Context: an optimization exercise on an open-source flow, tuned for a short achievable clock period and few clock cycles. The choices shown serve that exercise and are no tape-out recipe.
Where RTL was checked, it was by simulation tests only, not by an equivalence proof against the original.
For runs 5 and 6, only the layout was checked, not whether the RTL still works.
Power is estimated from default activity; no workload was simulated.

`design/flow/design.v`:
```
module tx_drain #(
    parameter [31:0] DESC_MEM_BASE = 32'h4A10_2000,
    parameter [31:0] DESC_MEM_SIZE = 32'h0000_8000,
    parameter integer WALK_LIMIT   = 1024
) (
    input  wire        clk,
    input  wire        rst,
    input  wire        start,
    input  wire [31:0] head,
    output wire        ready,
    output reg         mem_req,
    output reg         mem_we,
    output reg  [31:0] mem_addr,
    output reg  [31:0] mem_wdata,
    input  wire        mem_gnt,
    input  wire [31:0] mem_rdata,
    output reg         tx_valid,
    output reg  [7:0]  tx_data,
    input  wire        tx_ready,
    output reg         done,
    output reg  [1:0]  status,
    output reg  [31:0] cp
);
    localparam [1:0] ST_OK        = 2'd0;
    localparam [1:0] ST_NOT_OWNED = 2'd1;
    localparam [1:0] ST_WALK      = 2'd2;
    localparam [1:0] ST_DESC_OOR  = 2'd3;
    localparam [32:0] WIN_LO = {1'b0, DESC_MEM_BASE};
    localparam [32:0] WIN_HI = {1'b0, DESC_MEM_BASE} + {1'b0, DESC_MEM_SIZE};
    function integer cbits;
        input integer v;
        integer i;
        begin
            cbits = 1;
            for (i = v; i > 1; i = i / 2)
                cbits = cbits + 1;
        end
    endfunction
    localparam integer VW = cbits(WALK_LIMIT + 1);
    localparam [2:0] OP_D   = 3'd0,    
                     OP_PAY = 3'd1,    
                     OP_R0  = 3'd2,    
                     OP_W0  = 3'd3,    
                     OP_R1  = 3'd4,    
                     OP_W1  = 3'd5;    
    function [7:0] byte_of;
        input [31:0] w;
        input [1:0]  k;
        begin
            case (k)
                2'd0:    byte_of = w[7:0];
                2'd1:    byte_of = w[15:8];
                2'd2:    byte_of = w[23:16];
                default: byte_of = w[31:24];
            endcase
        end
    endfunction
    function [31:0] crc_w1;
        input [31:0] c;
        input [31:0] d;
        begin
            crc_w1[0] = ^(c & 32'h00000104) ^ ^(d & 32'h00000004);
            crc_w1[1] = ^(c & 32'h00000209) ^ ^(d & 32'h00000009);
            crc_w1[2] = ^(c & 32'h00000413) ^ ^(d & 32'h00000013);
            crc_w1[3] = ^(c & 32'h00000826) ^ ^(d & 32'h00000026);
            crc_w1[4] = ^(c & 32'h0000104D) ^ ^(d & 32'h0000004D);
            crc_w1[5] = ^(c & 32'h0000209A) ^ ^(d & 32'h0000009A);
            crc_w1[6] = ^(c & 32'h00004030) ^ ^(d & 32'h00000030);
            crc_w1[7] = ^(c & 32'h00008061) ^ ^(d & 32'h00000061);
            crc_w1[8] = ^(c & 32'h000100C2) ^ ^(d & 32'h000000C2);
            crc_w1[9] = ^(c & 32'h00020080) ^ ^(d & 32'h00000080);
            crc_w1[10] = ^(c & 32'h00040004) ^ ^(d & 32'h00000004);
            crc_w1[11] = ^(c & 32'h00080008) ^ ^(d & 32'h00000008);
            crc_w1[12] = ^(c & 32'h00100011) ^ ^(d & 32'h00000011);
            crc_w1[13] = ^(c & 32'h00200023) ^ ^(d & 32'h00000023);
            crc_w1[14] = ^(c & 32'h00400046) ^ ^(d & 32'h00000046);
            crc_w1[15] = ^(c & 32'h0080008C) ^ ^(d & 32'h0000008C);
            crc_w1[16] = ^(c & 32'h0100001D) ^ ^(d & 32'h0000001D);
            crc_w1[17] = ^(c & 32'h0200003B) ^ ^(d & 32'h0000003B);
            crc_w1[18] = ^(c & 32'h04000077) ^ ^(d & 32'h00000077);
            crc_w1[19] = ^(c & 32'h080000EE) ^ ^(d & 32'h000000EE);
            crc_w1[20] = ^(c & 32'h100000D8) ^ ^(d & 32'h000000D8);
            crc_w1[21] = ^(c & 32'h200000B4) ^ ^(d & 32'h000000B4);
            crc_w1[22] = ^(c & 32'h4000006C) ^ ^(d & 32'h0000006C);
            crc_w1[23] = ^(c & 32'h800000D8) ^ ^(d & 32'h000000D8);
            crc_w1[24] = ^(c & 32'h000000B5) ^ ^(d & 32'h000000B5);
            crc_w1[25] = ^(c & 32'h0000006F) ^ ^(d & 32'h0000006F);
            crc_w1[26] = ^(c & 32'h000000DF) ^ ^(d & 32'h000000DF);
            crc_w1[27] = ^(c & 32'h000000BA) ^ ^(d & 32'h000000BA);
            crc_w1[28] = ^(c & 32'h00000071) ^ ^(d & 32'h00000071);
            crc_w1[29] = ^(c & 32'h000000E3) ^ ^(d & 32'h000000E3);
            crc_w1[30] = ^(c & 32'h000000C3) ^ ^(d & 32'h000000C3);
            crc_w1[31] = ^(c & 32'h00000082) ^ ^(d & 32'h00000082);
        end
    endfunction
    reg         busy;        
    reg         rdy;         
    reg  [2:0]  op;          
    reg         req_i;       
    reg         tv_i;        
    reg         acc;         
    reg         accr;        
    reg  [2:0]  fk;          
    reg  [1:0]  dk;          
    reg  [1:0]  cap_k;       
    reg  [31:0] faddr;       
    reg         rchk;        
    reg  [VW-1:0] visits;    
    reg         lim_bad;     
    reg         rng_bad;     
    reg         w_end;       
    reg  [31:0] n_w0, n_w1, n_w2;
    reg  [31:0] n_pa;        
    reg         n_pa_ok;     
    reg         n_own, n_pc;
    reg         n_full;      
    reg         vchk;        
    reg         n_term;      
    reg  [31:0] paddr;       
    reg  [15:0] prem;        
    reg         p_has;       
    reg         c_term;      
    reg         first;       
    reg         pcrc;        
    reg  [1:0]  pn;          
    reg  [31:0] wb_a0, wb_a1;
    reg  [2:0]  wbs;         
    reg         wb_same;     
    reg  [31:0] f_d [0:3];
    reg  [1:0]  f_n [0:3];   
    reg  [1:0]  wp, rp;
    reg  [2:0]  fc;          
    reg  [2:0]  occ;         
    reg  [1:0]  bi;
    reg  [7:0]  td_i;        
    reg  [31:0] crc;
    reg  [2:0]  cb;          
    wire        in_range = ({1'b0, faddr} >= WIN_LO) &&
                           ({1'b0, faddr} + 33'd16 <= WIN_HI);
    wire        mfree    = busy && !req_i;
    wire        gnt_now  = req_i && mem_gnt;
    wire        pay_done = c_term && !p_has;
    wire        d3_now   = accr && (op == OP_D) && (cap_k == 2'd3);
    wire        v_fail   = vchk && (lim_bad || rng_bad || !n_own);
    wire [1:0]  v_stat   = lim_bad ? ST_WALK : rng_bad ? ST_DESC_OOR : ST_NOT_OWNED;
    wire        take     = (n_full || d3_now) && n_pa_ok && !p_has && !c_term &&
                           !req_i;
    wire        pc_in    = n_full ? n_pc : mem_rdata[26];
    wire        is_pay   = mfree && p_has && !occ[2];
    wire        is_desc  = mfree && !is_pay && !fk[2] && !w_end;
    wire        wb_want  = (wbs == 3'd0 && pay_done) || (wbs == 3'd2) ||
                           (wbs == 3'd3 && acc && !wb_same) || (wbs == 3'd5);
    wire        is_wb    = mfree && wb_want;
    wire        cont     = gnt_now && (op == OP_D) && !fk[2] && !(p_has && !occ[2]);
    wire        issue    = is_pay || is_desc || is_wb;
    reg  [2:0]  op_wb;
    always @* begin
        case (wbs)
            3'd0:    op_wb = OP_R0;
            3'd2:    op_wb = OP_W0;
            3'd3:    op_wb = OP_R1;
            default: op_wb = OP_W1;
        endcase
    end
    wire [2:0]  op_next  = !busy   ? OP_D :
                           is_pay  ? OP_PAY :
                           is_desc ? OP_D :
                           is_wb   ? op_wb : op;
    wire        f_wr     = busy && accr && (op == OP_PAY);
    wire        has      = (fc != 3'd0);
    wire [31:0] hd       = f_d[rp];
    wire [31:0] nx       = f_d[rp + 2'd1];
    wire        last_b   = (bi == f_n[rp]);
    wire        nx_has   = (fc[2:1] != 2'd0);
    wire [7:0]  crc_b    = ~byte_of(crc, cb[1:0]);
    wire [7:0]  crc_b1   = ~byte_of(crc, cb[1:0] + 2'd1);
    wire        pop_t    = has && last_b;
    wire [2:0]  occ_b    = occ + {2'd0, is_pay};
    wire        empty_n  = (occ == 3'd0);
    wire        empty_t  = (occ == 3'd0) || ((occ == 3'd1) && pop_t);
    wire [2:0]  fc_b     = fc + {2'd0, f_wr};
    wire        crc_ok   = pay_done && !pcrc;
    wire [31:0] crc_t    = crc_w1(crc, {24'd0, td_i});
    wire        val_n    = has || f_wr ||
                           (crc_ok && empty_n && !cb[2]);
    wire [7:0]  byte_n   = has  ? byte_of(hd, bi) :
                           f_wr ? mem_rdata[7:0] : crc_b;
    wire        fin_n    = pay_done && empty_n && (pcrc || cb[2]);
    wire [2:0]  occ_t    = occ_b - {2'd0, pop_t};
    wire [2:0]  cb_t     = has ? cb : cb + 3'd1;
    wire        val_t    = (has && !last_b) || (pop_t && (nx_has || f_wr)) ||
                           (crc_ok && empty_t && !cb_t[2]);
    wire [7:0]  byte_t   = (has && !last_b) ? byte_of(hd, bi + 2'd1) :
                           (pop_t && nx_has) ? nx[7:0] :
                           (pop_t && f_wr)   ? mem_rdata[7:0] :
                           has ? ~crc_t[7:0] : crc_b1;
    wire        fin_t    = pay_done && empty_t && (pcrc || cb_t[2]);
    wire        xfer     = tv_i && tx_ready;
    wire        pop      = xfer && pop_t;
    wire        val_nx   = xfer ? val_t : val_n;
    wire [7:0]  byte_nx  = xfer ? byte_t : byte_n;
    wire        fin      = (wbs == 3'd7) && (xfer ? fin_t : fin_n);
    assign ready = rdy;
    always @(posedge clk) begin
        if (rst) begin
            busy     <= 1'b0;
            rdy      <= 1'b1;
            mem_req  <= 1'b0;
            req_i    <= 1'b0;
            tv_i     <= 1'b0;
            acc      <= 1'b0;
            accr     <= 1'b0;
            tx_valid <= 1'b0;
            done     <= 1'b0;
        end else begin
            acc      <= busy && gnt_now;
            accr     <= busy && gnt_now && !(op == OP_W0 || op == OP_W1);
            done     <= busy && (v_fail || fin);
            tx_valid <= busy && !v_fail && val_nx;
            tv_i     <= busy && val_nx;
            if (!busy) begin
                mem_req <= start;
                req_i   <= start;
                busy    <= start;
                rdy     <= !start;
            end else if (fin) begin
                mem_req <= 1'b0;
                req_i   <= 1'b0;
                busy    <= 1'b0;
                rdy     <= 1'b1;
            end else begin
                mem_req <= !v_fail && (req_i ? (!mem_gnt || cont) : issue);
                req_i   <= req_i ? (!mem_gnt || cont) : issue;
                busy    <= !v_fail;
                rdy     <= v_fail;
            end
        end
    end
    always @(posedge clk) begin
        tx_data   <= byte_nx;
        status    <= (busy && v_fail) ? v_stat : ST_OK;
        cp        <= n_w1;
        mem_we    <= busy && (op_next == OP_W0 || op_next == OP_W1);
        mem_wdata <= (wbs[2] || wb_same) ? ((n_w2 | 32'h1000_0000) & ~{2'b00, !wbs[2], 29'd0})
                                         : (n_w2 & ~32'h2000_0000);
        if (!busy)
            mem_addr <= head;
        else
            case (op_next)
                OP_D:         mem_addr <= (gnt_now && op == OP_D) ? faddr + 32'd4 : faddr;
                OP_PAY:       mem_addr <= paddr;
                OP_R0, OP_W0: mem_addr <= wb_a0;
                default:      mem_addr <= wb_a1;
            endcase
    end
    always @(posedge clk) begin
        n_term  <= (n_w0 == 32'd0);
        n_pa    <= n_w1 + {16'd0, n_w2[31:16]};
        n_pa_ok <= !(accr && op == OP_D && cap_k == 2'd2);
        if (val_n || val_t)
            td_i <= byte_nx;
        wb_same <= (wb_a0 == wb_a1);
        op     <= op_next;
        if (!busy) begin
            faddr    <= head;
            rchk     <= 1'b1;
            fk       <= 3'd1;
            dk       <= 2'd0;
            visits   <= {{(VW-1){1'b0}}, 1'b1};
            lim_bad  <= (WALK_LIMIT == 0);
            w_end    <= 1'b0;
            n_full   <= 1'b0;
            vchk     <= 1'b0;
            prem     <= 16'd0;
            p_has    <= 1'b0;
            c_term   <= 1'b0;
            first    <= 1'b1;
            wbs      <= 3'd0;
            wp       <= 2'd0;
            rp       <= 2'd0;
            fc       <= 3'd0;
            occ      <= 3'd0;
            bi       <= 2'd0;
            crc      <= 32'hFFFF_FFFF;
            cb       <= 3'd0;
        end else begin
            rchk <= 1'b0;
            if (rchk)
                rng_bad <= !in_range;
            if (gnt_now && op == OP_D && dk != 2'd3)
                faddr <= faddr + 32'd4;
            cap_k <= dk;
            vchk  <= d3_now;
            if (accr && op == OP_D) begin
                case (cap_k)
                    2'd0: n_w0 <= mem_rdata;
                    2'd1: n_w1 <= mem_rdata;
                    2'd2: n_w2 <= mem_rdata;
                    default: begin
                        n_own  <= mem_rdata[29];
                        n_pc   <= mem_rdata[26];
                        n_full <= 1'b1;
                    end
                endcase
            end
            if (is_desc || cont) begin
                fk <= fk + 3'd1;
                dk <= fk[1:0];
            end
            if (is_desc && fk == 3'd0) begin
                visits  <= visits + 1'b1;
                lim_bad <= (visits == WALK_LIMIT);
            end
            if (take) begin
                n_full <= 1'b0;
                paddr  <= n_pa;
                prem   <= n_w2[15:0];
                p_has  <= (n_w2[15:0] != 16'd0);
                first  <= 1'b0;
                if (first) begin
                    pcrc  <= pc_in;
                    wb_a0 <= faddr;
                end
                if (n_term) begin
                    c_term <= 1'b1;
                    w_end  <= 1'b1;
                    wb_a1  <= faddr;
                end else begin
                    faddr  <= n_w0;
                    rchk   <= 1'b1;
                    fk     <= 3'd0;
                end
            end
            if (gnt_now && op == OP_PAY)
                paddr <= paddr + 32'd4;
            if (is_pay) begin
                p_has <= (prem[15:3] != 13'd0) || (prem[2] && prem[1:0] != 2'd0);
                if (prem[15:2] != 14'd0) begin
                    pn   <= 2'd3;
                    prem <= prem - 16'd4;
                end else begin
                    pn   <= prem[1:0] - 2'd1;
                    prem <= 16'd0;
                end
            end
            if (accr && (op == OP_R0 || op == OP_R1))
                n_w2 <= mem_rdata;
            case (wbs)
                3'd0: if (is_wb) wbs <= 3'd1;
                3'd1: if (accr)  wbs <= 3'd2;
                3'd2: if (is_wb) wbs <= 3'd3;
                3'd3: if (acc)   wbs <= wb_same ? 3'd7 : 3'd4;
                3'd4: if (accr)  wbs <= 3'd5;
                3'd5: if (is_wb) wbs <= 3'd6;
                3'd6: if (acc)   wbs <= 3'd7;
                default: ;
            endcase
            if (f_wr) begin
                f_d[wp] <= mem_rdata;
                f_n[wp] <= pn;
                wp      <= wp + 2'd1;
            end
            if (xfer) begin
                if (has) begin
                    bi <= last_b ? 2'd0 : bi + 2'd1;
                    if (last_b)
                        rp <= rp + 2'd1;
                end else begin
                    cb <= cb + 3'd1;
                end
            end
            fc  <= pop ? fc_b - 3'd1 : fc_b;
            occ <= pop ? occ_t : occ_b;
            if (xfer && has)
                crc <= crc_t;
        end
    end
endmodule
```
`design/flow/config.mk`:
```
export PLATFORM = sky130hd
export DESIGN_NAME = tx_drain
export DESIGN_NICKNAME = tx_drain
export VERILOG_FILES = /design/flow/design.v
export SDC_FILE = /design/flow/constraint.sdc
export NUM_CORES = 4
export LEC_CHECK = 0
export ABC_CLOCK_PERIOD_IN_PS = 2000
export CAP_MARGIN = 20
export CORE_MARGIN = 2
export CORE_UTILIZATION = 40
export PLACE_DENSITY = 0.6
export SETUP_SLACK_MARGIN = 4.9
export SLEW_MARGIN = 20
export TNS_END_PERCENT = 100
```
`design/flow/constraint.sdc`:
```
create_clock -name core_clock -period 7.0 [get_ports {clk}]
set_input_delay 1.4000 -clock core_clock [delete_from_list [all_inputs] [get_ports {clk}]]
set_output_delay 1.4000 -clock core_clock [all_outputs]
set_load 0.01 [all_outputs]
```
`design/flow/run.sh`:
```
#!/bin/bash
# synth_recipe.tcl (not shown) runs the flow's synth.tcl, then flattens the netlist and writes it again
# the make line also repeats each setting of config.mk as NAME=value (left out here)
make -C /OpenROAD-flow-scripts/flow DESIGN_CONFIG=/design/flow/config.mk WORK_HOME=/design/flow/orfs CLKGATE_MAP_FILE= SYNTH_SCRIPT=/design/flow/synth_recipe.tcl finish
```
==> results of run 1 <==
-- flip-flops by register name, summed over array words and instances, names as in the netlist, 8 cells and up, named ones only --
signal     flops
n_pa          32
n_w1          32
paddr         32
n_w2          32
tx_data        8
wb_a0         32
f_d          128
faddr         32
cp            32
mem_addr      32
td_i           8
n_w0          32
prem          16
crc           32
mem_wdata     32
wb_a1         32
visits        11
f_n            8
-- worst max path at each step --
stage                                      to                  start  depth (start not counted)
after global placement    paddr[19]$_DFFE_PP_                mem_gnt                          6
after CTS                       mem_wdata[16]  mem_wdata[16]$_DFF_P_                          1
after detailed placement  paddr[18]$_DFFE_PP_                mem_gnt                          6
final                                   cp[0]          cp[0]$_DFF_P_                          1
after floorplan           paddr[10]$_DFFE_PP_                mem_gnt                          6
after global routing            mem_wdata[16]  mem_wdata[16]$_DFF_P_                          1
-- worst reg2reg max path: stages (launching register included) --
cell	delay [ps]
dfxtp_4	360
buf_12	140
buf_12	150
mux4_2	540
a222oi_1	370
o21ai_1	160
a31o_4	250
a21oi_4	150
o32ai_2	100
-- area by class of cell --
type                    count  area [sq um]
clock buffers              98          2020
clock inverters            29           428
fillers                  5470         29000
inverters                  49           204
multi-input cells        1518         13200
flip-flops and latches    621         16100
well taps                 873          1090
repair buffers            464          4900
-- per-stage QoR --
| stage | instance area, sq um | hold WS, ps |
|---|---|---|
| finish | 38000 | 389 |
| global placement | 29900 | 368 |
| CTS | 36100 | 379 |
| detailed placement | 29900 | 369 |
| global route | 38000 | 396 |
| floorplan | 27600 | 348 |
-- synth_stat cells (all sizes together), types with 4 or more instances --
| cell | n | share of area [%] |
|---|---|---|
| a211oi | 27 | 0.83 |
| a21o | 20 | 0.58 |
| a21oi | 100 | 1.9 |
| a221oi | 16 | 0.52 |
| a222oi | 26 | 0.96 |
| a22o | 6 | 0.19 |
| a22oi | 12 | 0.33 |
| a311oi | 4 | 0.19 |
| a31oi | 16 | 0.37 |
| and2 | 17 | 0.39 |
| and3 | 22 | 0.51 |
| and4 | 13 | 0.42 |
| buf | 34 | 0.69 |
| clkbuf | 86 | 1.2 |
| dfxtp | 275 | 20 |
| edfxtp | 346 | 38 |
| ha | 48 | 2.2 |
| inv | 49 | 0.68 |
| mux2 | 4 | 0.17 |
| mux2i | 15 | 0.56 |
| mux4 | 40 | 3.3 |
| nand2 | 194 | 2.7 |
| nand2b | 16 | 0.40 |
| nand3 | 62 | 1.1 |
| nand3b | 4 | 0.11 |
| nand4 | 31 | 0.74 |
| nor2 | 176 | 2.4 |
| nor2b | 18 | 0.42 |
| nor3 | 39 | 0.76 |
| nor3b | 7 | 0.19 |
| nor4 | 41 | 1.0 |
| o2111a | 13 | 0.54 |
| o211ai | 47 | 1.3 |
| o21a | 5 | 0.14 |
| o21ai | 117 | 2.2 |
| o21bai | 6 | 0.17 |
| o22ai | 27 | 0.62 |
| o2bb2ai | 6 | 0.29 |
| o41ai | 4 | 0.13 |
| or2 | 4 | 0.093 |
| or3 | 12 | 0.30 |
| or4 | 5 | 0.14 |
| xnor2 | 129 | 4.2 |
| xor2 | 120 | 3.9 |
-- per-layer routing --
layer / track usage (%) / up-vias / routed length (um)
met5: 0 / - / 0
met4: 11.6 / 0 / 5010
met3: 4.88 / 265 / 8540
met2: 45.1 / 1189 / 47200
met1: 36.5 / 10800 / 39800
li1: - / 9426 / -
-- cell families (layout without fill, tap and decap cells) --
| group | Yosys count | after routing |
|---|---|---|
| and+or+nand+nor | 670 | 680 |
| adders and majority gates | 49 | 49 |
| xor gates and xnor gates | 249 | 249 |
| AOI/OAI and AO/OA | 478 | 481 |
| buffers and inverters | 169 | 640 |
| DFF | 621 | 621 |
| muxes | 59 | 59 |
-- what timing repair did --
action,CTS,global route
gates resized for setup,1030,283
gates cloned,26,3
endpoints found under the setup margin,689,417
setup buffers,179,76
pin swaps,131,134
-- power groups by stage --
stage	sequential, mW	combinational [mW]	clock, mW
CTS	4.02	0.525	3.95
floorplan	4.05	0.244	0
finish	4.03	0.620	3.91
global placement	4.11	0.433	0
detailed placement	4.11	0.438	0
global route	4.03	0.648	4.10
==> summary.txt, run 1 <==
Status: timing/DRC/antenna clean
Via/cell ratio: 5.95
Clock Tree Buf Depth: 3
RSZ-0062 raised after global routing: true
# setup viols final: 0
Share of cells above drive strength 1: 39.2%
Post-route setup slack: 4480 ps
Post-synthesis register bit count: 621
First-pass GRT wire length: 143,000 um
Slowest-stage cell, CP: dfxtp_4
Final period util: 36.0%
Largest net degree at the start of global routing: 76
R2R Setup Slk: 4510 ps
Syn avg cell area: 11.8 sq um
Antenna violations before repair: 4
Commonest cells after routing, fill and taps aside: edfxtp_1 (346), buf_4 (171), nand2_1 (168)
Initial drt markers: 2,719
DRC: 0
Post-Synth Simple-Gate Area: 12.2%
Synth Area in Adders: 2.29%
Max-slew headroom: 51.8%
Worst Max-Slew Pin Slew: 714 ps
Commonest non-fill, non-tap cell in the layout: edfxtp_1
First drt pass iteration count: 6
Asr flop ratio synth: 0%
Post-synthesis sequential area ratio: 58.8%
CP Buf/Inv Count: 1
Sequential Power Share: 47.1%
Pint: 6.59 mW
Power, Total: 8.56 mW
Vias in the first global route: 21,200
Clock transition time at the flip-flop clock pins of the worst setup and hold paths: 60 ps
Num rows: 95
Hold-fix buffers at CTS: 0
Arrival time at the worst endpoint: 1120 ps
Req. time, crit path: 5600 ps
Max stage delay on crit path: 400 ps
Clock Latency Late Sink: 610 ps
Reg2reg path depth: 8
Worst-path cell chain: buf_6
Post-synth top flop: edfxtp_1
Syn Inst Count: 2,295
Max Cap Viol: 0
Startpoint type of the worst setup path: register
Static Leak: 13.7 nW
P_sw: 1.98 mW
Worst-path fanout max: 1
Global route overflow: 0
Hold Path Origin: n_w2[31]$_DFFE_PP_
Slew Viols, Final: 0
FF-to-FF End: td_i[4]$_DFFE_PP_
Diode count: 0
Total wire length: 101,000 um
H-tree Lvls: 3
Chip Height: 264 um
TritonCTS Buffers: 69
Worst hold path cell count: 0
CTS tree: done
Core area: 67,000 sq um
Setup TNS: 0 ps
Count of cell types in the netlist: 84
Synth Cell Area: 27,000 sq um
Hold Path End: mem_wdata[31]$_DFF_P_
Root buf cell: clkbuf_16
Chip Width: 264 um
Crit path time final: 2520 ps
Vias: 21,700
Finished Layout Cells: 3,652
Area growth from synthesis to layout: 40.6%
Initial Utilization: 40.3%
Clk_skew: 17.3 ps
Post-route ant nets: 0
Die area: 69,700 sq um
Worst Hold Class: reg2reg
Clock power share: 45.7%
WS Path Type: reg2out
Mux cell area share after synthesis: 4.05%
Nets: 2,841
Synth Area in XOR/XNOR: 8.12%
Routed len/inst: 27.5 um
Global Route Usage Sum: 27.7%
Post-synth EDFFs: 346
Max Clock Freq: 397 MHz
Power Density: 225 nW/um^2
VDD IR max: 211 uV
Switch share: 23.1%
Worst setup EP type: output pin
PortBufs: 179
Yosys warns: 1
Syn nets: 2,413
Largest family of logic cells by synthesized area: simple AND/OR/NAND/NOR gates
Sink Count: 621
GPL Wtd Cong: 0.977
Cells after DPL: 3,241
Detailed Place HPWL: 61,100 um
Util after Layout: 56.7%
Pre-CTS setup slack: 2920 ps
Hold Fails Final Rpt: 0
Delay-heaviest family, CP: flip-flops
Complex-gate fraction of the synthesized area: 12.0%
Combinational share of power: 7.2%
# IOs: 180
Testbench counts, summed over its fixed seeds: cycles 223,742.
==> run 2: changes to the inputs <==
--- a/design/flow/config.mk
+++ b/design/flow/config.mk
@@ -7,8 +7,8 @@
 export LEC_CHECK = 0
-export ABC_CLOCK_PERIOD_IN_PS = 2000
+export ABC_CLOCK_PERIOD_IN_PS = 2400
 export CAP_MARGIN = 20
 export CORE_MARGIN = 2
-export CORE_UTILIZATION = 40
-export PLACE_DENSITY = 0.6
-export SETUP_SLACK_MARGIN = 4.9
+export CORE_UTILIZATION = 60
+export PLACE_DENSITY = 0.7
+export SETUP_SLACK_MARGIN = 4.6
 export SLEW_MARGIN = 20
==> run 2 against run 1 <==
Compared with the run above: still clean; clock skew increased by 37 ps; setup slack got worse by 49 ps; clock power decreased by 11%; critical path depth unchanged; non-clock buffer count decreased by 150; power decreased by 6.0%; first-iteration DRC count increased by 12%; cell count decreased by 12%; fmax decreased by 1.9%.
==> summary.txt, run 2 <==
Req. time, crit path: 5600 ps (about the same)
Static Leak: 12.2 nW (-11%)
Post-route ant nets: 0 (unchanged)
Hold Fails Final Rpt: 0 (unchanged)
Startpoint type of the worst setup path: register
Num rows: 77 (-19%)
WS Path Type: reg2out
Setup TNS: 0 ps (unchanged)
DRC: 0 (unchanged)
Root buf cell: clkbuf_16
Syn avg cell area: 11.8 sq um (unchanged)
Area of the multi-input gates: 11,800 sq um (-11%)
Worst-path cell chain: buf_6
Finished Layout Cells: 3,202 (-12%)
Global Route Usage Sum: 37.6% (+9.9 points)
Finished Cell Area: 34,000 sq um (-10%)
Clock transition time at the flip-flop clock pins of the worst setup and hold paths: 70 ps (about the same)
Clock Latency Late Sink: 670 ps (+60 ps)
Cells after DPL: 2,969 (-8.4%)
Max reg flops: 128 (unchanged)
Vias in the first global route: 20,500 (-3.5%)
Syn nets: 2,413 (unchanged)
Diode count: 0 (unchanged)
Post-synthesis register bit count: 621 (unchanged)
Initial drt markers: 3,041 (+12%)
Hold-fix buffers at CTS: 0 (unchanged)
Delay-heaviest family, CP: flip-flops
PortBufs: 179 (unchanged)
Via/cell ratio: 6.64 (+12%)
Post-synth top cells: edfxtp_1 (346), dfxtp_1 (275), nand2_1 (193)
Slowest-stage cell, CP: dfxtp_2
Power Density: 236 nW/um^2 (+5.0%)
Post-synthesis sequential area ratio: 58.8% (unchanged)
Total wire length: 90,200 um (-10%)
Max Clock Freq: 390 MHz (-1.9%)
Max stage delay on crit path: 370 ps (-30 ps)
# IOs: 180 (unchanged)
Commonest non-fill, non-tap cell in the layout: edfxtp_1
Sink Count: 621 (unchanged)
GPL Wtd Cong: 0.998 (+2.1%)
Antenna violations before repair: 1 (-3)
Commonest cells after routing, fill and taps aside: edfxtp_1 (346), nand2_1 (180), dfxtp_1 (176)
Clock Tree Buf Depth: 3 (unchanged)
Arrival time at the worst endpoint: 1170 ps (+50 ps)
Most common cell in the netlist: edfxtp_1
Routed len/inst: 28.2 um (+2.3%)
Clk_skew: 54.1 ps (+36.8 ps)
Yosys warns: 1 (unchanged)
Area growth from synthesis to layout: 25.8%
Die area: 46,800 sq um (-33%)
CTS tree: done
Nets: 2,677 (-5.8%)
CP Buf/Inv Count: 1 (unchanged)
RSZ-0062 raised after global routing: true
# setup viols final: 0 (unchanged)
Top reg by flops: f_d
Post-synth top flop: edfxtp_1
Dominant cells by area after synthesis: edfxtp_1 (38%), dfxtp_1 (20%), xnor2_1 (4.1%)
Seq. cell area: 16,100 sq um (-0.50%)
Asr flop ratio synth: 0% (unchanged)
Fillers: 2,705 (-51%)
Vias: 21,300 (-2.1%)
Worst Hold Class: reg2reg
Detailed Place HPWL: 56,400 um (-7.6%)
Post-synth EDFFs: 346 (unchanged)
Count of cell types in the netlist: 84 (unchanged)
Post-DP Area: 29,500 sq um (-1.4%)
H-tree Lvls: 2 (-1)
Worst-path fanout max: 1 (unchanged)
Share of cells above drive strength 1: 27.4% (-12 points)
Max-slew headroom: 36.0% (-16 points)
Yosys top cell area share: 38.4% (unchanged)
Core area: 44,300 sq um (-34%)
First-pass GRT wire length: 131,000 um (-8.7%)
Initial Utilization: 61.0% (+21 points)
Final period util: 36.7% (+0.70 points)
Largest net degree at the start of global routing: 49 (-36%)
Syn Inst Count: 2,295 (unchanged)
Max Cap Viol: 0 (unchanged)
Status: timing/DRC/antenna clean
Slew Viols, Final: 0 (unchanged)
Chip Height: 216 um (-18%)
Worst Max-Slew Pin Slew: 960 ps (+245 ps)
Worst setup EP type: output pin
Chip Width: 216 um (-18%)
Global route overflow: 0 (unchanged)
Synth Cell Area: 27,000 sq um (unchanged)
Crit path time final: 2570 ps (+48.8 ps)
VDD IR max: 273 uV (+30%)
First drt pass iteration count: 11 (+5)
Cell taking the most area after synthesis: edfxtp_1
TritonCTS Buffers: 60 (-13%)
-- run 2: cell counts after synthesis --
Identical to the previous run, type by type.
-- run 2: final timing paths --
check	from	end	slack [ps]	cells past startpoint
hold reg to reg	n_w1[11]$_DFFE_PP_	cp[11]$_DFF_P_	390	0
hold / removal	n_w1[11]$_DFFE_PP_	cp[11]$_DFF_P_	390	0
setup / recovery	cp[12]$_DFF_P_	cp[12]	4430	1
setup reg to reg	wb_same$_DFF_P_	mem_addr[17]$_DFF_P_	4460	10
-- run 2: layout make-up --
cell class	count	share of cell area (%)
flip-flops and latches	621	47.2
multi-input cells	1513	34.5
repair buffers	314	9.22
clock buffers	84	5.12
well taps	592	2.18
clock inverters	29	1.20
inverters	49	0.563
-- run 2: power by group --
part	total, mW	switching [mW]	internal, mW
combinational	0.533	0.298	0.235
sequential	4.02	0.104	3.92
clock	3.49	1.48	2.01
total	8.04	1.88	6.17
-- run 2: logic make-up after synthesis --
family	count (synthesis)	share of synthesized area (%)
and+or+nand+nor	670	12.2
DFF	621	58.8
muxes	59	4.05
AOI/OAI and AO/OA	478	12.0
xor gates and xnor gates	249	8.12
adders and majority gates	49	2.29
buffers and inverters	169	2.57
-- run 2: what timing repair did --
item / 4_1_cts / 5_1_grt
gates cloned: 16 / 1
buffers inserted: 65 / 38
gates resized for setup: 752 / 160
endpoints found under the setup margin: 649 / 351
pin swaps: 54 / 50
-- run 2: layer usage --
metal  track usage (%)  vias up  share of wire [%]
met2              61.0     1529                 47
met4              23.1        2                6.8
met3              6.47      364                 10
met1              47.5    10300                 36
li1                  -     9072                  -
met5                 0        -              0.011
-- run 2: through the flow --
step / power (mW) / hold slack (ps) / utilization, % / setup WS (ps)
final: 8.04 / 387 / 76.8 / 4430
after global routing: 8.21 / 396 / 76.8 / 4400
after CTS: 8.00 / 389 / 74.6 / 4420
after detailed placement: 4.53 / 363 / 66.6 / 2790
after global placement: 4.52 / 360 / 66.6 / 2790
after floorplan: 4.29 / 348 / - / 4070
==> run 3: changes to the inputs <==
--- a/design/flow/config.mk
+++ b/design/flow/config.mk
@@ -10,4 +10,5 @@
 export CORE_MARGIN = 2
-export CORE_UTILIZATION = 60
-export PLACE_DENSITY = 0.7
+export CORE_UTILIZATION = 50
+export GPL_ROUTABILITY_DRIVEN = 0
+export PLACE_DENSITY = 0.65
 export SETUP_SLACK_MARGIN = 4.6
==> run 3 against run 2 <==
Compared with the run above: flip-flop and latch count unchanged; core utilization down 13 points; combinational power down 8.4%; critical endpoint is now td_i[5]$_DFFE_PP_.
==> summary.txt, run 3 <==
Status: timing/DRC/antenna clean
Worst-path fanout max: 5 (+4)
Finished Layout Cells: 3,340 (+4.3%)
Chip Width: 237 um (+9.4%)
TritonCTS Buffers: 67 (+12%)
Clock Tree Buf Depth: 3 (unchanged)
Seq. cell area: 16,100 sq um (about the same)
Initial drt markers: 2,706 (-11%)
Count of cell types in the netlist: 84 (unchanged)
Slowest-stage cell, CP: mux4_2
Top reg by flops: f_d
Commonest cells after routing, fill and taps aside: edfxtp_1 (346), nand2_1 (180), dfxtp_1 (180)
Power Density: 238 nW/um^2 (+0.80%)
# IOs: 180 (unchanged)
First drt pass iteration count: 9 (-2)
Commonest non-fill, non-tap cell in the layout: edfxtp_1
Antenna violations before repair: 2 (+1)
CTS tree: done
Clock transition time at the flip-flop clock pins of the worst setup and hold paths: 60 ps (about the same)
Pre-CTS setup slack: 2930 ps (+146 ps)
Detailed Place HPWL: 55,600 um (-1.5%)
Global route overflow: 0 (unchanged)
Hold Fails Final Rpt: 0 (unchanged)
Worst Max-Slew Pin Slew: 948 ps (-11.8 ps)
Area of the multi-input gates: 11,700 sq um (-0.46%)
Arrival time at the worst endpoint: 2840 ps (+1670 ps)
Sink Count: 621 (unchanged)
Core area: 53,600 sq um (+21%)
Startpoint type of the worst setup path: register
Global Route Usage Sum: 30.2% (-7.4 points)
Vias: 20,900 (-1.9%)
Max Cap Viol: 0 (unchanged)
Diode count: 0 (unchanged)
Max-slew headroom: 36.8% (+0.79 points)
Post-synth top flop: edfxtp_1
PortBufs: 179 (unchanged)
Max Clock Freq: 397 MHz (+1.8%)
Worst-path cell chain: buf_12 > mux4_2 > a222oi_1 > o21ai_1 > a31o_2 > a21oi_4 > o32ai_4
Cells after DPL: 3,071 (+3.4%)
Max stage delay on crit path: 550 ps (+180 ps)
Post-synth EDFFs: 346 (unchanged)
Static Leak: 12.3 nW (+1.2%)
Routed len/inst: 26.1 um (-7.3%)
Post-DP Area: 29,600 sq um (+0.39%)
H-tree Lvls: 3 (+1)
Post-synthesis register bit count: 621 (unchanged)
Max reg flops: 128 (unchanged)
Root buf cell: clkbuf_16
Final period util: 36.0% (-0.65 points)
Post-synthesis sequential area ratio: 58.8% (unchanged)
Cell taking the most area after synthesis: edfxtp_1
Yosys warns: 1 (unchanged)
Synth Cell Area: 27,000 sq um (unchanged)
Syn avg cell area: 11.8 sq um (unchanged)
# setup viols final: 0 (unchanged)
Area growth from synthesis to layout: 27.2%
WS Path Type: reg2reg
Syn Inst Count: 2,295 (unchanged)
Finished Cell Area: 34,400 sq um (+1.1%)
Largest net degree at the start of global routing: 62 (+27%)
Setup TNS: 0 ps (unchanged)
Chip Height: 237 um (+9.4%)
Clk_skew: 29.0 ps (-25.1 ps)
Worst setup EP type: register
Post-route setup slack: 4480 ps (+45.2 ps)
Crit path time final: 2520 ps (-45.2 ps)
Fillers: 4,048 (+50%)
Slew Viols, Final: 0 (unchanged)
Util after Layout: 64.2% (-13 points)
Clock Latency Late Sink: 610 ps (-60 ps)
Post-route ant nets: 0 (unchanged)
Initial Utilization: 50.5% (-11 points)
Nets: 2,711 (+1.3%)
RSZ-0062 raised after global routing: true
Yosys top cell area share: 38.4% (unchanged)
Post-synth top cells: edfxtp_1 (346), dfxtp_1 (275), nand2_1 (193)
First-pass GRT wire length: 127,000 um (-3.0%)
Total wire length: 87,200 um (-3.3%)
Req. time, crit path: 7320 ps (+1720 ps)
Syn nets: 2,413 (unchanged)
Hold-fix buffers at CTS: 0 (unchanged)
Asr flop ratio synth: 0% (unchanged)
DRC: 0 (unchanged)
Via/cell ratio: 6.25 (-5.9%)
Most common cell in the netlist: edfxtp_1
VDD IR max: 210 uV (-23%)
Dominant cells by area after synthesis: edfxtp_1 (38%), dfxtp_1 (20%), xnor2_1 (4.1%)
Vias in the first global route: 19,900 (-2.9%)
Die area: 56,000 sq um (+20%)
Num rows: 85 (+10%)
Share of cells above drive strength 1: 27.2% (-0.20 points)
Worst Hold Class: reg2reg
==> run 3: report_power, final <==
group / leakage (nW) / total (mW) / internal [mW] / switching (mW)
clock: 1.12 / 3.68 / 2.22 / 1.46
combinational: 5.80 / 0.488 / 0.208 / 0.280
sequential: 5.38 / 4.03 / 3.92 / 0.106
total: 12.3 / 8.19 / 6.35 / 1.85
==> run 3: repair_timing <==
| action | 4_1_cts | 5_1_grt |
|---|---|---|
| endpoints found under the setup margin | 557 | 337 |
| endpoints found under the hold margin | 0 | 0 |
| buffers inserted | 61 | 68 |
| gates cloned | 15 | 5 |
| pin swaps | 45 | 56 |
| gates resized for setup | 723 | 159 |
==> run 3: cells by family (layout without fill, tap and decap cells) <==
group	Yosys count	in the layout	synth area share, %
compound gates	478	482	12.0
flops	621	621	58.8
buf+inv	169	509	2.57
simple gates	670	675	12.2
mux	59	59	4.05
fa+ha+maj	49	49	2.29
xor+xnor	249	249	8.12
==> run 3: final timing paths <==
kind,startpoint,to,slack [ps],cells past startpoint
worst max-delay path,register,td_i[5]$_DFFE_PP_,4480,7
worst min-delay path,n_w2[31]$_DFFE_PP_,mem_wdata[31]$_DFF_P_,380,0
worst max register to register,register,td_i[5]$_DFFE_PP_,4480,7
worst min register to register,n_w2[31]$_DFFE_PP_,mem_wdata[31]$_DFF_P_,380,0
==> run 3: stage by stage <==
step	hold slack, ps	power (mW)
floorplan	348	4.29
global placement	362	4.52
detailed placement	365	4.53
CTS	380	8.18
global route	390	8.41
finish	380	8.19
==> run 3: cell type report <==
cell class | instances | share of cell area (%)
flip-flops and latches | 621 | 46.7
repair buffers | 340 | 9.56
multi-input cells | 1514 | 34.0
well taps | 696 | 2.53
inverters | 49 | 0.575
clock buffers | 92 | 5.66
clock inverters | 28 | 0.979
==> run 3: routing by layer <==
metal	GRT usage, %	part of all wire [%]
met1	39.5	39
met2	47.7	46
met3	7.02	9.8
met4	14.6	5.9
met5	0	0
==> run 3: worst max-delay path: cells and delay by family, from the launching register on <==
family / cells / cell delay, ps
AO/OA/AOI/OAI: 5 / 1150
buffers and inverters: 1 / 140
multiplexers: 1 / 550
flip-flops: 1 / 400
==> run 4: changes to the inputs <==
--- a/design/flow/config.mk
+++ b/design/flow/config.mk
@@ -10,5 +10,4 @@
 export CORE_MARGIN = 2
-export CORE_UTILIZATION = 50
-export GPL_ROUTABILITY_DRIVEN = 0
-export PLACE_DENSITY = 0.65
+export CORE_UTILIZATION = 40
+export PLACE_DENSITY = 0.6
 export SETUP_SLACK_MARGIN = 4.6
==> run 4 against run 3 <==
Compared with the run above: routed wire length is 5.5% higher; clock power is 4% higher; core utilization is 12 points lower; die area is 25% higher; synthesized cell count stayed put; first-iteration DRC count is 17% lower; register-to-register slack better by 50 ps; power is 2.4% higher; sequential power hardly changed; non-clock buffer count is 5 lower; critical path depth is 6 lower.
==> summary.txt, run 4 <==
Commonest cells after routing, fill and taps aside: edfxtp_1 (346), nand2_1 (181), dfxtp_1 (169)
Cells after DPL: 3,250 (+5.8%)
Die area: 69,700 sq um (+25%)
Routed len/inst: 26.1 um (about the same)
Max Cap Viol: 0 (unchanged)
CP Buf/Inv Count: 1 (unchanged)
Worst setup EP type: output pin
Post-synth top flop: edfxtp_1
Worst Hold Class: reg2reg
Clock transition time at the flip-flop clock pins of the worst setup and hold paths: 60 ps (about the same)
Worst-path fanout max: 1 (-4)
Slew Viols, Final: 0 (unchanged)
Total wire length: 92,000 um (+5.5%)
Post-synth EDFFs: 346 (unchanged)
Slowest-stage cell, CP: dfxtp_4
Status: timing/DRC/antenna clean
First drt pass iteration count: 5 (-4)
# setup viols final: 0 (unchanged)
Clk_skew: 29.3 ps (+0.279 ps)
Count of cell types in the netlist: 84 (unchanged)
Core area: 67,000 sq um (+25%)
TritonCTS Buffers: 70 (+4.5%)
First-pass GRT wire length: 133,000 um (+5.1%)
Chip Height: 264 um (+12%)
# IOs: 180 (unchanged)
Static Leak: 12.4 nW (+0.69%)
Detailed Place HPWL: 59,700 um (+7.4%)
Syn Inst Count: 2,295 (unchanged)
Yosys warns: 1 (unchanged)
PortBufs: 179 (unchanged)
Initial drt markers: 2,240 (-17%)
Syn avg cell area: 11.8 sq um (unchanged)
Chip Width: 264 um (+12%)
Hold Fails Final Rpt: 0 (unchanged)
Crit path time final: 2530 ps (+12.2 ps)
Power Density: 242 nW/um^2 (+1.4%)
Largest net degree at the start of global routing: 65 (+4.8%)
Pre-CTS setup slack: 2960 ps (+31.4 ps)
Root buf cell: clkbuf_16
Setup TNS: 0 ps (unchanged)
Hold-fix buffers at CTS: 0 (unchanged)
Post-synthesis sequential area ratio: 58.8% (unchanged)
Asr flop ratio synth: 0% (unchanged)
Final period util: 36.2% (+0.17 points)
Delay-heaviest family, CP: flip-flops
Max Clock Freq: 395 MHz (-0.48%)
Post-route setup slack: 4470 ps (-12.2 ps)
DRC: 0 (unchanged)
Top reg by flops: f_d
Max stage delay on crit path: 390 ps (-160 ps)
Worst Max-Slew Pin Slew: 954 ps (+6.02 ps)
Post-synthesis register bit count: 621 (unchanged)
RSZ-0062 raised after global routing: true
Antenna violations before repair: 5 (+3)
Global route overflow: 0 (unchanged)
Arrival time at the worst endpoint: 1130 ps (-1710 ps)
Max-slew headroom: 36.3% (-0.56 points)
Startpoint type of the worst setup path: register
Worst-path cell chain: buf_6
Finished Layout Cells: 3,522 (+5.4%)
Commonest non-fill, non-tap cell in the layout: edfxtp_1
Initial Utilization: 40.3% (-10 points)
Num rows: 95 (+12%)
Yosys top cell area share: 38.4% (unchanged)
H-tree Lvls: 3 (unchanged)
Cell taking the most area after synthesis: edfxtp_1
Vias in the first global route: 19,700 (-0.70%)
CTS tree: done
Syn nets: 2,413 (unchanged)
Most common cell in the netlist: edfxtp_1
GPL Wtd Cong: 0.970
Vias: 20,500 (-1.7%)
Clock Tree Buf Depth: 3 (unchanged)
VDD IR max: 175 uV (-17%)
Post-synth top cells: edfxtp_1 (346), dfxtp_1 (275), nand2_1 (193)
WS Path Type: reg2out
Max reg flops: 128 (unchanged)
Sink Count: 621 (unchanged)
Nets: 2,708 (-0.11%)
Area growth from synthesis to layout: 28.4%
Post-route ant nets: 0 (unchanged)
Clock Latency Late Sink: 630 ps (+20 ps)
Share of cells above drive strength 1: 28.0% (+0.84 points)
Dominant cells by area after synthesis: edfxtp_1 (38%), dfxtp_1 (20%), xnor2_1 (4.1%)
Smallest hold slack: 390 ps (+10.2 ps)
Via/cell ratio: 5.82 (-6.8%)
Req. time, crit path: 5600 ps (-1720 ps)
Synth Cell Area: 27,000 sq um (unchanged)
Global Route Usage Sum: 25.7% (-4.5 points)
==> run 4: cell counts after synthesis <==
Identical to the previous run, type by type.
==> run 4: cells by family (layout without fill, tap and decap cells) <==
logic type                 count (synthesis)  count (layout)  share of synthesized area, %
and+or+nand+nor                          670             674                          12.2
buffers and inverters                    169             513                          2.57
other                                      0               2                             0
xor gates and xnor gates                 249             249                          8.12
DFF                                      621             621                          58.8
AOI/OAI and AO/OA                        478             482                          12.0
adders and majority gates                 49              49                          2.29
muxes                                     59              59                          4.05
==> run 4: where the power goes <==
| group | switching (mW) | internal (mW) | total, mW |
|---|---|---|---|
| clock | 1.55 | 2.28 | 3.84 |
| sequential | 0.112 | 3.92 | 4.04 |
| combinational | 0.293 | 0.222 | 0.515 |
==> run 4: path summary, 6_finish.rpt <==
kind	slack [ps]	startpoint	endpoint	depth (start not counted)
max reg2reg	4530	register	td_i[5]$_DFFE_PP_	9
min	390	n_w2[31]$_DFFE_PP_	mem_wdata[31]$_DFF_P_	0
min reg2reg	390	n_w2[31]$_DFFE_PP_	mem_wdata[31]$_DFF_P_	0
max	4470	cp[13]$_DFF_P_	cp[13]	1
==> run 4: worst register-to-register path: cells and delay by family (launching register included) <==
| kind | cells | cell delay, ps |
|---|---|---|
| compound gates | 5 | 940 |
| mux | 1 | 490 |
| buf+inv | 3 | 380 |
| flops | 1 | 370 |
==> run 4: cell type report <==
cell class	instances	area [sq um]
Timing Repair Buffer	335	3270
Inverter	49	193
Sequential cell	621	16100
Tap cell	873	1090
Fill cell	5763	32300
Clock buffer	95	2030
Antenna cell	2	5.00
Multi-Input combinational cell	1513	11700
Clock inverter	34	394
==> run 4: stage by stage <==
step | power, mW | utilization [%] | instance area, sq um
2_1_floorplan | 4.29 | - | 27300
3_3_place_gp | 4.54 | 44.6 | 29900
3_5_place_dp | 4.55 | 44.6 | 29900
4_1_cts | 8.39 | 50.1 | 33600
5_1_grt | 8.63 | 51.8 | 34700
6_report | 8.39 | 51.8 | 34700
==> run 4: routing by layer <==
metal / GRT usage [%] / wire length [um] / share of wire (%) / up-vias
li1: - / - / - / 9148
met4: 9.90 / 3810 / 4.1 / 0
met2: 41.5 / 43000 / 47 / 1023
met5: 0 / 0 / 0 / -
met1: 35.0 / 38300 / 42 / 10100
met3: 3.62 / 6850 / 7.4 / 200
==> run 4: timing repair <==
item / in CTS / in global routing
gates resized for setup: 742 / 165
gates cloned: 14 / 3
buffers inserted: 66 / 58
pin swaps: 45 / 54
endpoints found under the setup margin: 675 / 316
==> run 5: changes to the inputs <==
--- a/design/flow/design.v
+++ b/design/flow/design.v
@@ -247,5 +247,5 @@
             mem_addr <= head;
-        else
-            case (op_next)
-                OP_D:         mem_addr <= (gnt_now && op == OP_D) ? faddr + 32'd4 : faddr;
+        else if (req_i)
+            case (op)
+                OP_D:         mem_addr <= mem_gnt ? faddr + 32'd4 : faddr;
                 OP_PAY:       mem_addr <= paddr;
@@ -254,2 +254,10 @@
             endcase
+        else if (p_has && !occ[2])
+            mem_addr <= paddr;
+        else if (!fk[2] && !w_end)
+            mem_addr <= faddr;
+        else if (wbs == 3'd0 || wbs == 3'd2)
+            mem_addr <= wb_a0;
+        else
+            mem_addr <= wb_a1;
     end
==> run 5 against run 4 <==
Compared with the run above: still clean on timing, DRC and antenna; register-to-register slack worse by 30 ps; power is 0.88% lower; routed wire length is 9.5% higher; core utilization is 0.74 points lower; clock skew is 13 ps higher; fmax is 0.14% higher; clock power hardly changed; non-clock buffer count stayed put; cell count is 7.9% higher; worst hold slack worse by 19 ps; count of clock-buffer cells in the layout is 1 higher; sequential power is 1% lower; highest routed layer is now met5.
==> summary.txt, run 5 <==
Clock Tree Buf Depth: 3 (unchanged)
Clock Latency Late Sink: 660 ps (+30 ps)
Commonest non-fill, non-tap cell in the layout: edfxtp_1
Max reg flops: 128 (unchanged)
Sequential Power Share: 48.0% (about the same)
Commonest cells after routing, fill and taps aside: edfxtp_1 (346), nor2_1 (208), nand2_1 (200)
Req. time, crit path: 5600 ps (about the same)
Num rows: 97 (+2.1%)
Global Route Usage Sum: 26.9% (+1.2 points)
First drt pass iteration count: 8 (+3)
Delay-heaviest family, CP: flip-flops
# setup viols final: 0 (unchanged)
R2R Setup Slk: 4500 ps (-30 ps)
Post-synth top cells: edfxtp_1 (346), dfxtp_1 (275), nor2_1 (232)
Setup TNS: 0 ps (unchanged)
Finished Cell Area: 35,700 sq um (+2.8%)
First-pass GRT wire length: 146,000 um (+9.5%)
P_sw: 1.98 mW (+1.1%)
Post-route setup slack: 4470 ps (+3.61 ps)
Die area: 72,700 sq um (+4.2%)
Static Leak: 12.7 nW (+2.8%)
Post-DP Area: 30,900 sq um (+3.5%)
Max Clock Freq: 395 MHz (+0.14%)
Slew Viols, Final: 0 (unchanged)
Startpoint type of the worst setup path: register
Routed len/inst: 26.5 um (+1.5%)
Worst-path cell chain: buf_6
FF-to-FF End: td_i[0]$_DFFE_PP_
Combinational share of power: 5.5% (-0.6 points)
PortBufs: 179 (unchanged)
Vias in the first global route: 21,700 (+9.7%)
Post-synth top flop: edfxtp_1
Hold Path End: cp[19]$_DFF_P_
Clock power share: 46.5% (+0.7 points)
Worst-path fanout max: 1 (unchanged)
Reg2reg path depth: 9 (unchanged)
Slowest-stage cell, CP: dfxtp_4
Yosys top cell area share: 36.8% (-1.6 points)
Clk_skew: 42.1 ps (+12.9 ps)
Hold Path Origin: n_w1[19]$_DFFE_PP_
Chip Width: 270 um (+2.1%)
VDD IR max: 225 uV (+28%)
Worst hold path cell count: 0 (unchanged)
H-tree Lvls: 3 (unchanged)
Count of cell types in the netlist: 76 (-9.5%)
Syn Inst Count: 2,545 (+11%)
Switch share: 23.8% (+0.45 points)
Post-route ant nets: 0 (unchanged)
WS Path Type: reg2out
Chip Height: 270 um (+2.1%)
Synth Cell Area: 28,200 sq um (+4.3%)
Arrival time at the worst endpoint: 1130 ps (about the same)
Yosys warns: 1 (unchanged)
Post-synthesis sequential area ratio: 56.3% (-2.4 points)
DRC: 0 (unchanged)
Crit path time final: 2530 ps (-3.61 ps)
TritonCTS Buffers: 70 (unchanged)
Max stage delay on crit path: 360 ps (-30 ps)
Syn nets: 2,663 (+10%)
Worst setup EP type: output pin
Initial drt markers: 2,312 (+3.2%)
RSZ-0062 raised after global routing: true
# IOs: 180 (unchanged)
Root buf cell: clkbuf_16
Largest net degree at the start of global routing: 67 (+3.1%)
Max-slew headroom: 45.7% (+9.5 points)
Antenna violations before repair: 5 (unchanged)
Max Cap Viol: 0 (unchanged)
GPL Wtd Cong: 0.927 (-4.5%)
Most common cell in the netlist: edfxtp_1
Pre-CTS setup slack: 2420 ps (-545 ps)
Dominant cells by area after synthesis: edfxtp_1 (37%), dfxtp_1 (20%), xnor2_1 (4.0%)
CTS tree: done
Diode count: 0 (-2)
Final period util: 36.1% (-0.052 points)
Syn avg cell area: 11.1 sq um (-5.9%)
Share of cells above drive strength 1: 24.6% (-3.4 points)
Core area: 69,900 sq um (+4.3%)
Worst Max-Slew Pin Slew: 814 ps (-140 ps)
Via/cell ratio: 5.90 (+1.5%)
Total wire length: 101,000 um (+9.5%)
Worst Hold Class: reg2reg
Pint: 6.34 mW (-1.5%)
Global route overflow: 0 (unchanged)
Hold-fix buffers at CTS: 0 (unchanged)
Initial Utilization: 40.4% (about the same)
Cell taking the most area after synthesis: edfxtp_1
Sink Count: 621 (unchanged)
Post-synth EDFFs: 346 (unchanged)
Asr flop ratio synth: 0% (unchanged)
Post-synthesis register bit count: 621 (unchanged)
Vias: 22,400 (+9.5%)
CP Buf/Inv Count: 1 (unchanged)
Top reg by flops: f_d
Area growth from synthesis to layout: 26.5%
Hold Fails Final Rpt: 0 (unchanged)
Power Density: 233 nW/um^2 (-3.6%)
Clock transition time at the flip-flop clock pins of the worst setup and hold paths: 60 ps (about the same)
Detailed Place HPWL: 65,100 um (+9.0%)
Status: timing/DRC/antenna clean
Nets: 2,920 (+7.8%)
==> run 5: changes by cell type after synthesis, moves of 15 or more <==
| cell | previous run | this run |
|---|---|---|
| nor2_1 | 176 | 232 |
| clkbuf_1 | 86 | 112 |
| inv_1 | 47 | 62 |
| mux2i_1 | 15 | 37 |
| o21ai_0 | 110 | 167 |
| a21oi_1 | 100 | 170 |
| nand2_1 | 193 | 208 |
| o22ai_1 | 27 | 5 |
| a311oi_1 | 3 | 31 |
==> run 5: layer usage <==
| metal | global-route usage (%) | wire (um) | vias to the layer above |
|---|---|---|---|
| met5 | 0 | 54 | - |
| li1 | - | - | 9883 |
| met1 | 35.3 | 40900 | 11300 |
| met3 | 4.65 | 7610 | 237 |
| met4 | 10.6 | 4390 | 2 |
| met2 | 44.1 | 47900 | 1051 |
==> run 5: final cells by class <==
class | count | area (sq um)
Clock buffer | 96 | 1930
Multi-Input combinational cell | 1711 | 12600
Fill cell | 6215 | 34200
Sequential cell | 621 | 16000
Inverter | 62 | 248
Timing Repair Buffer | 335 | 3210
Timing Repair inverter | 1 | 7.51
Tap cell | 940 | 1180
Clock inverter | 34 | 509
==> run 5: power groups by stage <==
stage	Combinational (mW)	Sequential, mW	Clock (mW)
2_1_floorplan	0.245	4.02	0
3_3_place_gp	0.419	4.07	0
3_5_place_dp	0.426	4.07	0
4_1_cts	0.451	3.99	3.91
5_1_grt	0.491	4.00	4.05
6_report	0.459	3.99	3.86
==> run 5: how the worst max path moves through the flow <==
stage	startpoint	slack, ps	cells after the start	end
6_report	mem_wdata[17]$_DFF_P_	4470	1	mem_wdata[17]
5_1_grt	register	4410	9	td_i[0]$_DFFE_PP_
4_1_cts	mem_wdata[17]$_DFF_P_	4440	1	mem_wdata[17]
3_5_place_dp	mem_gnt	2420	6	paddr[19]$_DFFE_PP_
3_3_place_gp	mem_gnt	2470	6	paddr[16]$_DFFE_PP_
2_1_floorplan	mem_gnt	4120	9	faddr[15]$_DFF_P_
==> run 5: what timing repair did <==
item,CTS,global route
cloned,15,1
setup endpoints to repair,645,207
buffers inserted,56,67
pin swaps,32,53
gates resized for setup,728,131
==> run 5: cells by family (layout without fill, tap and decap cells) <==
kind of cell	after synthesis	in the layout	share of synthesized area (%)
AND/OR/NAND/NOR	723	729	12.0
flip-flops	621	621	56.3
AO/OA/AOI/OAI	600	601	13.6
XOR/XNOR	242	242	7.69
buffers and inverters	220	528	3.17
multiplexers	90	90	5.02
adder cells (fa/ha/maj)	49	49	2.20
==> run 5: per-stage QoR <==
stage | std cells | total power, mW | hold slack [ps] | util, %
floorplan | 2545 | 4.26 | 348 | -
global placement | 3530 | 4.49 | 362 | 44.2
detailed placement | 3531 | 4.50 | 357 | 44.2
CTS | 3732 | 8.35 | 350 | 49.5
global route | 3800 | 8.53 | 383 | 51.1
finish | 3800 | 8.32 | 370 | 51.1
==> run 6: changes to the inputs <==
--- a/design/flow/design.v
+++ b/design/flow/design.v
@@ -114,2 +114,3 @@
     reg         n_pa_ok;     
+    reg         n_len_nz;    
     reg         n_own, n_pc;
@@ -148,3 +149,5 @@
     wire        pc_in    = n_full ? n_pc : mem_rdata[26];
-    wire        is_pay   = mfree && p_has && !occ[2];
+    wire        p_has_e  = p_has || (take && n_len_nz);
+    wire [15:0] prem_e   = take ? n_w2[15:0] : prem;
+    wire        is_pay   = mfree && p_has_e && !occ[2];
     wire        is_desc  = mfree && !is_pay && !fk[2] && !w_end;
@@ -256,2 +259,4 @@
             mem_addr <= paddr;
+        else if (take && n_len_nz && !occ[2])
+            mem_addr <= n_pa;
         else if (!fk[2] && !w_end)
@@ -267,2 +272,3 @@
         n_pa_ok <= !(accr && op == OP_D && cap_k == 2'd2);
+        n_len_nz <= (n_w2[15:0] != 16'd0);
         if (val_n || val_t)
@@ -344,8 +350,8 @@
             if (is_pay) begin
-                p_has <= (prem[15:3] != 13'd0) || (prem[2] && prem[1:0] != 2'd0);
-                if (prem[15:2] != 14'd0) begin
+                p_has <= (prem_e[15:3] != 13'd0) || (prem_e[2] && prem_e[1:0] != 2'd0);
+                if (prem_e[15:2] != 14'd0) begin
                     pn   <= 2'd3;
-                    prem <= prem - 16'd4;
+                    prem <= prem_e - 16'd4;
                 end else begin
-                    pn   <= prem[1:0] - 2'd1;
+                    pn   <= prem_e[1:0] - 2'd1;
                     prem <= 16'd0;
==> run 6 against run 5 <==
Compared with the run above: critical endpoint is now mem_addr[16]$_DFF_P_; cell count rose by 4.1%; die area rose by 2.8%; clock skew fell by 11 ps; area after synthesis rose by 2.9%; core utilization rose by 2.5 points; still clean on timing, DRC and antenna; sequential power barely moved; combinational power rose by 32%; worst hold slack improved by 19 ps.
==> summary.txt, run 6 <==
Status: timing/DRC/antenna clean
Post-route ant nets: 0 (unchanged)
Nets: 3,068 (+5.1%)
Root buf cell: clkbuf_16
Hold-fix buffers at CTS: 0 (unchanged)
Hold Path Origin: n_w1[10]$_DFFE_PP_
# IOs: 180 (unchanged)
Initial drt markers: 3,128 (+35%)
Max Clock Freq: 393 MHz (-0.51%)
Reg-to-Reg Start: req_i$_SDFF_PP0_
Diode count: 0 (unchanged)
Startpoint type of the worst setup path: register
Post-synth EDFFs: 346 (unchanged)
Hold Fails Final Rpt: 0 (unchanged)
Max reg flops: 128 (unchanged)
Slew Viols, Final: 0 (unchanged)
Clk_skew: 31.6 ps (-10.6 ps)
Clock Tree Buf Depth: 3 (unchanged)
H-tree Lvls: 3 (unchanged)
Static Leak: 14.0 nW (+9.7%)
Core area: 71,600 sq um (+2.4%)
WS Path Type: reg2reg
Setup TNS: 0 ps (unchanged)
Area growth from synthesis to layout: 32.1%
Post-Synth Simple-Gate Area: 12.6% (+0.60 points)
Post-synth top cells: edfxtp_1 (346), dfxtp_1 (276), nor2_1 (222)
Via/cell ratio: 6.03 (+2.2%)
Sink Count: 622 (+0.16%)
Vias: 23,900 (+6.3%)
Asr flop ratio synth: 0% (unchanged)
Worst Max-Slew Pin Slew: 1030 ps (+211 ps)
Syn avg cell area: 11.1 sq um (+0.43%)
Yosys top cell area share: 35.8% (-1.0 points)
Commonest cells after routing, fill and taps aside: edfxtp_1 (346), nor2_1 (201), nand2_1 (191)
Cells after DPL: 3,594 (+1.8%)
Post-synthesis sequential area ratio: 54.8% (-1.5 points)
Synth Area in Adders: 2.18% (-0.018 points)
Arrival time at the worst endpoint: 3070 ps (+1940 ps)
Post-synthesis register bit count: 622 (+0.16%)
Top reg by flops: f_d
Detailed Place HPWL: 68,200 um (+4.8%)
Crit path time final: 2540 ps (+12.9 ps)
TritonCTS Buffers: 69 (-1.4%)
Clock transition time at the flip-flop clock pins of the worst setup and hold paths: 60 ps (about the same)
Finished Cell Area: 38,300 sq um (+7.4%)
Chip Width: 273 um (+1.4%)
Max-slew headroom: 31.5% (-14 points)
Syn Inst Count: 2,607 (+2.4%)
Most common cell in the netlist: edfxtp_1
Cell taking the most area after synthesis: edfxtp_1
Antenna violations before repair: 3 (-2)
Smallest hold slack: 389 ps (+18.7 ps)
Global Route Usage Sum: 28.7% (+1.9 points)
VDD IR max: 141 uV (-37%)
Complex-gate fraction of the synthesized area: 13.3% (-0.27 points)
Synth Area in XOR/XNOR: 7.83% (+0.14 points)
Routed len/inst: 27.9 um (+5.1%)
Worst setup EP type: register
Yosys warns: 1 (unchanged)
Largest net degree at the start of global routing: 63 (-6.0%)
Global route overflow: 0 (unchanged)
GPL Wtd Cong: 0.944 (+1.9%)
Max Cap Viol: 0 (unchanged)
Share of cells above drive strength 1: 30.4% (+5.8 points)
Power, Total: 8.22 mW (-1.2%)
Final period util: 36.3% (+0.18 points)
Mux cell area share after synthesis: 6.10% (+1.1 points)
RSZ-0062 raised after global routing: true
Crit path launch: req_i$_SDFF_PP0_
First-pass GRT wire length: 157,000 um (+7.9%)
CTS tree: done
Total wire length: 110,000 um (+9.4%)
Commonest non-fill, non-tap cell in the layout: edfxtp_1
Worst-path fanout max: 6 (+5)
Worst Hold Class: reg2reg
Dominant cells by area after synthesis: edfxtp_1 (36%), dfxtp_1 (19%), xnor2_1 (4.3%)
Chip Height: 273 um (+1.4%)
Count of cell types in the netlist: 98 (+29%)
Num rows: 98 (+1.0%)
Synth Cell Area: 29,000 sq um (+2.9%)
Syn nets: 2,726 (+2.4%)
Initial Utilization: 40.5% (+0.17 points)
First drt pass iteration count: 8 (unchanged)
Largest family of logic cells by synthesized area: compound AO/OA/AOI/OAI gates
Clock Latency Late Sink: 650 ps (about the same)
Die area: 74,700 sq um (+2.8%)
PortBufs: 179 (unchanged)
Vias in the first global route: 22,800 (+5.4%)
DRC: 0 (unchanged)
Power Density: 214 nW/um^2 (-8.0%)
Post-synth top flop: edfxtp_1
Req. time, crit path: 7530 ps (+1930 ps)
# setup viols final: 0 (unchanged)
Finished Layout Cells: 3,956 (+4.1%)
Post-DP Area: 31,800 sq um (+2.9%)
## run 6: cell count changes after synthesis, sizes merged, moves of 19 or more
cell / delta
o21ai: -64
a311oi: -28
a21oi: -31
mux2i: +32
a211oi: +31
a31oi: +19
## run 6: what timing repair did
item,4_1_cts,5_1_grt
setup endpoints to repair,682,263
pin swaps,104,119
gates resized for setup,835,222
cloned,26,0
setup buffers,133,75
## run 6: power breakdown
group	internal, mW	leakage, nW	switching, mW
Clock	2.05	1.11	1.57
Sequential	3.91	5.43	0.0868
Combinational	0.273	7.44	0.330
## run 6: cell type report
class,instances,area [sq um]
clock buffers,89,1930
fillers,6067,33300
multi-input cells,1768,14100
inverters,58,243
clock inverters,39,313
repair buffers,430,4440
flip-flops and latches,622,16100
well taps,950,1190
## run 6: final timing paths
check,end,slack [ps],cells past startpoint
worst max-delay path,mem_addr[16]$_DFF_P_,4460,11
worst min-delay path,cp[10]$_DFF_P_,390,0
worst max register to register,mem_addr[16]$_DFF_P_,4460,11
worst min register to register,cp[10]$_DFF_P_,390,0
## run 6: logic make-up (layout without fill, tap and decap cells)
| kind of cell | Yosys count | in the layout |
|---|---|---|
| flip-flops | 622 | 622 |
| multiplexers | 123 | 123 |
| AND/OR/NAND/NOR | 761 | 770 |
| AO/OA/AOI/OAI | 573 | 573 |
| buffers and inverters | 226 | 616 |
| adder cells (fa/ha/maj) | 50 | 50 |
| XOR/XNOR | 252 | 252 |
## run 6: stage by stage
| step | worst slack [ps] | util (%) |
|---|---|---|
| after global placement | 2840 | 44.5 |
| after CTS | 4460 | 51.2 |
| after global routing | 4380 | 53.5 |
| after floorplan | 4080 | - |
| final | 4460 | 53.5 |
| after detailed placement | 2780 | 44.5 |
## run 6: critical path: stages (launching register included)
cell and delay [ps]:
dfxtp_4 350, buf_12 120, or4b_4 550, buf_6 160, nor3_4 150, buf_12 160, buf_12 130, buf_4 150
a211oi_1 50, a211oi_1 260, a21oi_1 70, a221o_1 320
## run 6: metal layers
layer  vias up  track usage, %  part of all wire, %
li1      10300               -                    -
met1     11900            38.3                   40
met2      1393            45.1                   46
met3       285            5.97                  9.5
met4         2            12.5                  4.8
met5         -               0                0.033

-- re-timing with driven ports --
In the flow no input, the clock included, has a driving cell. The finished layouts below were timed again as built, in two steps.
Step 1 assumes that a clkbuf_16 drives the clock port and a buf_2 every other input.
Step 2 moves the port delays by t, midway between the first and last clock arrival at a register: inputs arrive t later, outputs are due t later. That takes back most of the time a late clock gives input paths.
Three values: ideal ports, drivers, drivers and shift; two values: the first two.
run	t, ns	setup slack, ns	pins driven straight from the clock port
run 1	0.661	4.483 / 4.423 / 3.893	1
run 2	0.709	4.434 / 4.373 / 3.876	1
run 3	0.651	4.479 / 4.458 / 3.964	1
run 4	0.677	4.467 / 4.406 / 3.925	1
run 5	0.697	4.470 / 4.404 / 3.956	1
run 6	0.696	4.457 / 4.396 / 3.809	1
After both steps setup and hold are still met in every run listed. For run 6, which loses most, drivers alone change the setup slack by -0.061 ns; drivers and shift together by -0.648 ns.
